Background: an optimization exercise with open tools, aiming at small area, a short achievable clock period and few clock cycles. Do not read the settings as production practice. The RTL was checked by simulation tests, not by an equivalence proof against the original design.

`flow/run.sh`:
```
#!/bin/bash
# synth_recipe.tcl (not shown) runs the flow's synth.tcl, then flattens the netlist and writes it again
# the make line also repeats each setting of config.mk as NAME=value (left out here)
make -C /OpenROAD-flow-scripts/flow DESIGN_CONFIG=/design/flow/config.mk WORK_HOME=/design/flow/orfs CLKGATE_MAP_FILE= SYNTH_SCRIPT=/design/flow/synth_recipe.tcl finish
```
`flow/config.mk`:
```
export PLATFORM = sky130hd
export DESIGN_NAME = ds32_arith
export DESIGN_NICKNAME = ds32_arith
export VERILOG_FILES = /design/flow/design.v
export SDC_FILE = /design/flow/constraint.sdc
export NUM_CORES = 4
export LEC_CHECK = 0
export ABC_AREA = 1
export ABC_CLOCK_PERIOD_IN_PS = 10000
export CAP_MARGIN = 20
export CORE_MARGIN = 2
export CORE_UTILIZATION = 40
export SLEW_MARGIN = 20
```
`flow/constraint.sdc`:
```
create_clock -name core_clock -period 26.0 [get_ports {clk}]
set_input_delay 5.2000 -clock core_clock [delete_from_list [all_inputs] [get_ports {clk}]]
set_output_delay 5.2000 -clock core_clock [all_outputs]
set_load 0.01 [all_outputs]
```
`flow/design.v`:
```
module ds32_div10 #(parameter W = 31) (
    input  wire [W-1:0] x,
    output wire [W-1:0] q
);
    assign q = x / 10;
endmodule
module ds32_decode (
    input  wire [31:0]       w,
    output wire              s,
    output reg  [26:0]       m,
    output reg  signed [8:0] e
);
    wire [5:0]  E = w[30:25];
    wire [24:0] F = w[24:0];
    assign s = w[31];
    wire regA = (E >= 6'd14) && (E <= 6'd49);
    wire [5:0] z = E - 6'd14;
    reg  [1:0] bk;
    reg  [3:0] zq;
    always @* begin
        bk = z % 3;
        zq = z / 3;
    end
    reg  [1:0]  d;
    reg  [23:0] t;
    always @* begin
        if (F >= 25'd30000000)      begin d = 2'd3; t = F - 25'd30000000; end
        else if (F >= 25'd20000000) begin d = 2'd2; t = F - 25'd20000000; end
        else if (F >= 25'd10000000) begin d = 2'd1; t = F - 25'd10000000; end
        else                        begin d = 2'd0; t = F[23:0]; end
    end
    always @* begin
        if (regA) begin
            case (bk)
                2'd0:    m = {2'b00, F} + 27'd10000000;
                2'd1:    m = {2'b00, F} + 27'd40000000;
                default: m = {2'b00, F} + 27'd70000000;
            endcase
            e = $signed({5'd0, zq}) - 9'sd6;
        end else begin
            m = {t, 3'b000} + {2'b00, t, 1'b0};
            if (E <= 6'd13)
                e = 9'sd3 * ($signed({3'd0, E}) - 9'sd16) + $signed({7'd0, d});
            else
                e = 9'sd3 * ($signed({3'd0, E}) - 9'sd48) + $signed({7'd0, d});
        end
    end
endmodule
module ds32_arith (
    input  wire        clk,
    input  wire        rst,
    input  wire        in_valid,
    output wire        in_ready,
    input  wire [1:0]  op,         
    input  wire [31:0] a,
    input  wire [31:0] b,
    output reg         out_valid,
    output reg  [31:0] result
);
    localparam OP_ADD = 2'd0, OP_SUB = 2'd1, OP_MUL = 2'd2, OP_DIV = 2'd3;
    localparam C_IDLE  = 3'd0,
               C_ALIGN = 3'd1,
               C_MUL0  = 3'd2,
               C_MULS  = 3'd3,
               C_MULF  = 3'd4,
               C_DPRE  = 3'd5,
               C_DIVD  = 3'd6,
               C_PASS  = 3'd7;
    localparam [30:0] INF_MAG = 31'h7F800000;
    reg [2:0]        cstate;
    reg              s_r;         
    reg              s1_r, s2_r;  
    reg              inf_r;       
    reg signed [9:0] e_r;         
    reg [30:0]       m_r;         
    reg [30:0]       m1_r;        
    reg [26:0]       y_r;         
    reg [26:0]       x_r;         
    reg [3:0]        dg_r;        
    reg [3:0]        cnt;
    reg              first;       
    reg              n_valid;
    reg              ns_r;
    reg              ninf_r;
    reg signed [9:0] ne_r;
    reg [30:0]       nm_r;
    wire [31:0]       b_in = (op == OP_SUB) ? {~b[31], b[30:0]} : b;
    wire              sa, sb;
    wire [26:0]       ma, mb;
    wire signed [8:0] ea, eb;
    ds32_decode u_da (.w(a),    .s(sa), .m(ma), .e(ea));
    ds32_decode u_db (.w(b_in), .s(sb), .m(mb), .e(eb));
    wire              swap   = (eb > ea);
    wire              s1     = swap ? sb : sa;
    wire              s2     = swap ? sa : sb;
    wire [26:0]       m1     = swap ? mb : ma;
    wire [26:0]       m2     = swap ? ma : mb;
    wire signed [9:0] e1     = swap ? eb : ea;
    wire signed [9:0] e2     = swap ? ea : eb;
    wire              guard  = (ea != eb) && (s1 != s2);
    wire [30:0]       m1g    = guard ? {m1, 3'b000} + {3'b000, m1, 1'b0} : {4'd0, m1};
    wire signed [9:0] e1g    = guard ? e1 - 10'sd1 : e1;
    wire signed [9:0] gap    = e1g - e2;
    wire              far    = (gap > 10'sd8);
    wire              sx     = sa ^ sb;
    wire signed [9:0] e_mul  = ea + eb;
    wire signed [9:0] e_div  = ea - eb;
    wire [30:0]       mb10   = {mb, 3'b000} + {3'b000, mb, 1'b0};
    wire              dpre   = (mb10 <= {4'd0, ma});
    wire [26:0] y_q;
    ds32_div10 #(.W(27)) u_ydiv (.x(y_r), .q(y_q));
    wire [3:0]  y_d = y_r[3:0] - {y_q[2:0], 1'b0} - {y_q[0], 3'b000};
    wire [30:0] x_dg   = (dg_r[3] ? {1'b0, x_r, 3'b000} : (dg_r[2] ? {2'b0, x_r, 2'b00} : 31'd0))
                       + (dg_r[1] ? {3'b0, x_r, 1'b0} : 31'd0)
                       + (dg_r[0] ? {4'b0, x_r} : 31'd0);
    wire [30:0] m_acc  = m_r + x_dg;
    wire [30:0] m_q;
    ds32_div10 #(.W(31)) u_mdiv (.x(m_acc), .q(m_q));
    wire [30:0] m_fin  = y_r[0] ? m_r + {x_r, 3'b000} + {x_r, 1'b0} : m_acc;
    wire [31:0] add_s  = {1'b0, m1_r} + {5'd0, y_r};
    wire [31:0] add_d  = {1'b0, m1_r} - {5'd0, y_r};
    wire        add_z  = (add_d == 32'd0);
    reg  [30:0] add_m;
    reg         add_sg;
    always @* begin
        if (s1_r == s2_r) begin
            add_m = add_s[30:0]; add_sg = s1_r;
        end else if (add_d[31]) begin
            add_m = -add_d[30:0]; add_sg = s2_r;
        end else begin
            add_m = add_d[30:0]; add_sg = add_z ? 1'b0 : s1_r;
        end
    end
    wire [30:0] dv_v   = first ? m1_r : {m1_r[27:0], 3'b000} + {m1_r[29:0], 1'b0};
    wire [31:0] dt3    = {1'b0, dv_v} - {2'b0, x_r, 3'b000};
    wire        dq3    = ~dt3[31];
    wire [31:0] dv3    = dq3 ? dt3 : {1'b0, dv_v};
    wire [31:0] dt2    = dv3 - {3'b0, x_r, 2'b00};
    wire        dq2    = ~dt2[31];
    wire [31:0] dv2    = dq2 ? dt2 : dv3;
    wire [31:0] dt1    = dv2 - {4'b0, x_r, 1'b0};
    wire        dq1    = ~dt1[31];
    wire [31:0] dv1    = dq1 ? dt1 : dv2;
    wire [31:0] dt0    = dv1 - {5'b0, x_r};
    wire        dq0    = ~dt0[31];
    wire [31:0] dv0    = dq0 ? dt0 : dv1;
    wire [3:0]  dd     = {dq3, dq2, dq1, dq0};
    wire [30:0] q_fin  = {m_r[27:0], 3'b000} + {m_r[29:0], 1'b0} + {27'd0, dd};
    wire [30:0] x10    = {1'b0, x_r, 3'b000} + {3'b000, x_r, 1'b0};
    wire [30:0] n_q;
    ds32_div10 #(.W(31)) u_ndiv (.x(nm_r), .q(n_q));
    wire m_zero  = (nm_r == 31'd0);
    wire m_big   = (nm_r > 31'd99999999);
    wire m_small = (nm_r < 31'd10000000) && (ne_r > -10'sd48);
    wire e_low   = (ne_r < -10'sd48);
    wire n_done  = n_valid && (ninf_r || m_zero || !(m_big || m_small || e_low));
    reg  [31:0] enc_word;
    wire [26:0] fa0  = nm_r[26:0] - 27'd10000000;
    wire [26:0] fa1  = nm_r[26:0] - 27'd40000000;
    wire [26:0] fa2  = nm_r[26:0] - 27'd70000000;
    wire [6:0]  u    = ne_r[6:0] + 7'd48;    
    reg  [4:0]  u_q3;
    reg  [1:0]  u_r3;
    always @* begin
        u_q3 = u / 3;
        u_r3 = u % 3;
    end
    wire [5:0]  e3   = ne_r[5:0] + {ne_r[4:0], 1'b0};
    always @* begin
        if (ne_r >= -10'sd6 && ne_r <= 10'sd5) begin
            if (nm_r >= 31'd70000000)
                enc_word = {ns_r, 6'd34 + e3, fa2[24:0]};
            else if (nm_r >= 31'd40000000)
                enc_word = {ns_r, 6'd33 + e3, fa1[24:0]};
            else
                enc_word = {ns_r, 6'd32 + e3, fa0[24:0]};
        end else begin
            enc_word = {ns_r, ~ne_r[9], u_q3, (u_r3 == 2'd2 ? 25'd20000000 : u_r3 == 2'd1 ? 25'd10000000 : 25'd0) + n_q[24:0]};
        end
    end
    wire overflow = (ne_r > 10'sd47) || (ne_r == 10'sd47 && nm_r > 31'd50000000);
    wire c_fin  = (cstate == C_ALIGN && cnt == 4'd0) || (cstate == C_MULF) ||
                  (cstate == C_DIVD && cnt == 4'd1) || (cstate == C_PASS);
    wire n_free = !n_valid || n_done;
    wire hand   = c_fin && n_free;
    assign in_ready = (cstate == C_IDLE) || hand;
    wire take   = in_ready && in_valid;
    reg [30:0] h_m;
    reg        h_s;
    always @* begin
        case (cstate)
            C_ALIGN: begin h_m = add_m; h_s = add_sg; end
            C_MULF:  begin h_m = m_fin; h_s = s_r; end
            C_DIVD:  begin h_m = q_fin; h_s = s_r; end
            default: begin h_m = 31'd0; h_s = s_r; end
        endcase
    end
    always @(posedge clk) begin
        if (rst) begin
            cstate    <= C_IDLE;
            n_valid   <= 1'b0;
            out_valid <= 1'b0;
        end else begin
            out_valid <= n_done;
            if (n_done)
                result <= ninf_r ? {ns_r, INF_MAG} : m_zero ? {ns_r, 31'd0} : overflow ? {ns_r, INF_MAG} : enc_word;
            if (hand) begin
                n_valid <= 1'b1;
                nm_r    <= h_m;
                ns_r    <= h_s;
                ne_r    <= e_r;
                ninf_r  <= (cstate == C_PASS) && inf_r;
            end else if (n_done) begin
                n_valid <= 1'b0;
            end else if (n_valid) begin
                if (m_big || e_low) begin
                    nm_r <= n_q;
                    ne_r <= ne_r + 10'sd1;
                end else begin
                    nm_r <= {nm_r[27:0], 3'b000} + {nm_r[29:0], 1'b0};
                    ne_r <= ne_r - 10'sd1;
                end
            end
            if (take) begin
                case (op)
                OP_MUL: begin
                    s_r <= sx;
                    if (e_mul < -10'sd48 || e_mul > 10'sd47) begin
                        inf_r  <= (e_mul > 10'sd47);
                        cstate <= C_PASS;
                    end else begin
                        e_r    <= e_mul;
                        x_r    <= ma;
                        y_r    <= mb;
                        m_r    <= 31'd0;
                        cstate <= C_MUL0;
                    end
                end
                OP_DIV: begin
                    s_r <= sx;
                    if (mb == 27'd0) begin
                        inf_r  <= 1'b1;
                        cstate <= C_PASS;
                    end else begin
                        e_r    <= e_div;
                        x_r    <= mb;
                        m1_r   <= {4'd0, ma};
                        m_r    <= 31'd0;
                        cnt    <= 4'd8;
                        first  <= 1'b1;
                        cstate <= dpre ? C_DPRE : C_DIVD;
                    end
                end
                default: begin  
                    s1_r   <= s1;
                    s2_r   <= s2;
                    m1_r   <= m1g;
                    e_r    <= e1g;
                    y_r    <= far ? 27'd0 : m2;
                    cnt    <= far ? 4'd0 : gap[3:0];
                    cstate <= C_ALIGN;
                end
                endcase
            end else if (hand) begin
                cstate <= C_IDLE;
            end else begin
                case (cstate)
                C_ALIGN: begin
                    if (cnt != 4'd0) begin
                        y_r <= y_q;
                        cnt <= cnt - 4'd1;
                    end
                end
                C_MUL0: begin
                    dg_r   <= y_d;
                    y_r    <= y_q;
                    cnt    <= 4'd7;
                    cstate <= C_MULS;
                end
                C_MULS: begin
                    m_r  <= m_q;
                    dg_r <= y_d;
                    y_r  <= y_q;
                    cnt  <= cnt - 4'd1;
                    if (cnt == 4'd1) cstate <= C_MULF;
                end
                C_DPRE: begin
                    if (x10 <= m1_r) begin
                        x_r <= x10[26:0];
                        e_r <= e_r + 10'sd1;
                    end else begin
                        cstate <= C_DIVD;
                    end
                end
                C_DIVD: begin
                    if (cnt != 4'd1) begin
                        m1_r  <= dv0[30:0];
                        m_r   <= q_fin;
                        first <= 1'b0;
                        cnt   <= cnt - 4'd1;
                    end
                end
                default: ;
                endcase
            end
        end
    end
endmodule
```
==> flow_metrics.tcl <==
set metrics [dict create \
    timing.rr.start "m1_r[2]" \
    area_delta_synth_final_pct 7.61 \
    core_um2 135000 \
    root_buffer "clkbuf_16" \
    antenna_found_initial 8 \
    timing.final.ws_setup_ns 5.63 \
    cp-start-kind "register" \
    fin_util_pct 43.3 \
    crit_top_cell "nand2_1" \
    setup_viol 0 \
    mostFrequentLayoutCells "nand2_1 (1809), inv_1 (1229), a21oi_1 (725)" \
    min_from "n_valid" \
    drcViolationCount 0 \
    clockBufferDepth 3 \
    fmax_ghz 0.0491 \
    ys_seq_area_share_pct 12.0 \
    start_util_pct 40.3 \
    cts_setup_buffers 0 \
    synth_cell_types 80 \
    seqCellArea_um2 6530 \
    period_minus_slack_ns 20.37 \
    design_area_um2 58700 \
    cp.required_ns 26.37 \
    hold_viol_final 0 \
    viasPerCell 5.56 \
    endpoint_kind "register" \
    place_hpwl_mm 168 \
    path_class "register to register" \
    crit_path_top_delay_cell "nor3_2" \
    n_fill_cell 14400 \
    fp.dieW_um 373 \
    status "timing/DRC/antenna clean" \
    placementRows 135 \
    ys_ff_latch 219 \
    track_usage_pct 27.8 \
    die_area_um2 139000 \
    clock_skew_ns 0.0256 \
    grt_pass1_vias 54500 \
    h-tree-depth 1 \
    ys_warn_count 2 \
    cts_tree "built" \
    setup_tns_ns 0 \
    grt.overflow.total 0 \
    rsz0062_at_grt "false" \
    async_flop_share_pct 0 \
    die_h_um 373 \
    drive_gt1_share_pct 6.70 \
    period_share_pct 78.3 \
    wl_mm 201 \
    dp_cells 10300 \
    reg2reg_to "m1_r[14]" \
    mostFrequentLayoutCell "nand2_1" \
    cap_violations 0 \
    slew_headroom_pct 25.0 \
    hp-class "register to register" \
    drv_slew 0 \
    drt_iter0_drc 4504 \
    cts.reportedPaths.clkPinSlew_ns 0.07 \
    dp_worst_setup_slack_ns 5.91 \
    multiInputGateArea_um2 42200 \
    holdWs_ns 0.555 \
    syn_area_um2 54600 \
    fin_nets 9470 \
    synthFlopType "edfxtp_1" \
    r2r_cells 111 \
    cp_max_fo 55 \
    hold_depth 2 \
    synth_area_per_cell_um2 6.34 \
    cts_buffers 31 \
    worstHoldEndpoint "out_valid" \
    insertion_delay_ns 0.66 \
    gp_congestion 0.976 \
    vias 57900 \
    port_buffers 102 \
    syn_nets 9482 \
    place_area_um2 57500 \
    clock-sinks 219 \
    reg2reg_slack_ns 5.63 \
    final_cell_count_no_fill 10400 \
    tightest_slew_ns 1.11 \
    grt_start_max_net_pins 69 \
    cp_slowest_stage_delay_ns 0.70 \
    ant_nets 0 \
    io_pins 103 \
    synthCells 8611 \
    critPathArrivalTime_ns 20.74 \
    post_drt_wl_per_cell_um 19.3 \
    grt_pass1_wl_mm 310 \
    cts_hold_buf 0 \
    synth-edff-count 214 \
    firstDrtPassIters 6 \
    post_cts_resized 0 \
]
## synth_stat cells, drive strengths merged (5+ instances only)
| cell | instances | share of area (%) |
|---|---|---|
| nand4 | 60 | 0.69 |
| nor2 | 643 | 4.5 |
| a211oi | 23 | 0.32 |
| o21a | 9 | 0.12 |
| nor3 | 98 | 0.90 |
| nand2 | 2030 | 15 |
| a221o | 10 | 0.18 |
| a31oi | 42 | 0.48 |
| a21o | 19 | 0.26 |
| o2111ai | 41 | 0.66 |
| o221ai | 55 | 0.88 |
| a2111oi | 6 | 0.096 |
| a22oi | 15 | 0.21 |
| clkbuf | 188 | 1.3 |
| o31ai | 32 | 0.44 |
| ha | 700 | 16 |
| nand3 | 559 | 5.5 |
| o311ai | 15 | 0.24 |
| a21oi | 733 | 6.8 |
| a221oi | 6 | 0.096 |
| o21ai | 759 | 7.0 |
| nand3b | 15 | 0.21 |
| o22ai | 52 | 0.60 |
| xnor2 | 112 | 1.8 |
| or2 | 69 | 0.79 |
| fa | 102 | 3.7 |
| a31o | 6 | 0.096 |
| inv | 1321 | 9.1 |
| o32ai | 12 | 0.19 |
| dfxtp | 5 | 0.18 |
| and2 | 10 | 0.11 |
| o211ai | 101 | 1.4 |
| a21boi | 9 | 0.13 |
| and3 | 5 | 0.057 |
| o21bai | 69 | 0.96 |
| nor4 | 32 | 0.37 |
| xor2 | 347 | 5.6 |
| clkinv | 34 | 0.24 |
| edfxtp | 214 | 12 |
| buf | 24 | 0.21 |
## state kept, by name, summed over array words and instances, names as in the netlist, 3 cells and up
signal	cells
cnt	4
cstate	3
dg_r	4
e_r	10
m1_r	31
m_r	31
ne_r	10
nm_r	31
result	32
x_r	27
y_r	27
## how the worst max path moves through the flow
| stage | startpoint | to | depth (start not counted) |
|---|---|---|---|
| finish | m1_r[2] | m1_r[14] | 111 |
| global route | m1_r[2] | nm_r[30] | 141 |
| CTS | m1_r[2] | m1_r[14] | 111 |
| detailed placement | m1_r[2] | m1_r[14] | 111 |
| global placement | m1_r[2] | nm_r[30] | 141 |
| floorplan | m1_r[0] | nm_r[30] | 144 |
## layout make-up
class | instances | area share (%)
Inverter | 1355 | 8.67
Multi-Input combinational cell | 6825 | 71.9
Sequential cell | 219 | 11.1
Tap cell | 1781 | 3.80
Antenna cell | 5 | 0.0213
Clock buffer | 39 | 1.41
Clock inverter | 19 | 0.494
Timing Repair Buffer | 167 | 2.64
## per-layer routing
layer	vias to the layer above	global-route usage [%]	wire length, um
li1	28900	-	-
met1	27000	36.2	88100
met2	1755	46.0	90200
met3	342	2.65	12000
met4	2	13.6	10900
met5	-	0	13
## kinds of logic after synthesis
group	count (synthesis)	share of synthesized area, %
and+or+nand+nor	3526	28.4
xor gates and xnor gates	459	7.41
muxes	1	0.0183
adders and majority gates	802	19.8
buffers and inverters	1567	10.9
AOI/OAI and AO/OA	2037	21.6
DFF	219	12.0
## critical path: cells and delay by family (launching register included)
family          cells  cell delay (ns)
compound gates     47             9.63
fa+ha+maj           6             2.21
flops               1             0.49
simple gates       40             4.28
buf+inv            18             3.34
Testbench counts, summed over its fixed seeds: cycles 105,510.

## separate check: timing with driven ports
Ports are ideal in the flow. The routed layout listed here was re-timed in OpenROAD.
Step 1 sets driving cells, clkbuf_16 on the clock port and buf_2 on the other inputs (assumed; they add their load-dependent delay and slew).
Step 2, shift: input delay + t, output delay - t, t = (earliest + latest rising clock arrival at the registers) / 2. This alone moves slack from input paths to output paths.
Slacks: ideal ports / drivers / drivers and shift; pairs: ideal ports / drivers.
shift t [ns]: 0.718
slack for setup (ns): 5.633 / 5.633 / 5.633
worst register clock-pin slew, ns: 0.07 / 0.07
worst data-port slew with drivers (ns): 0.16
pins driven straight from the clock port: 1
After both steps this run still meets setup and hold. The setup slack of this run moves by 0.000 ns with the drivers and by 0.000 ns with both steps.
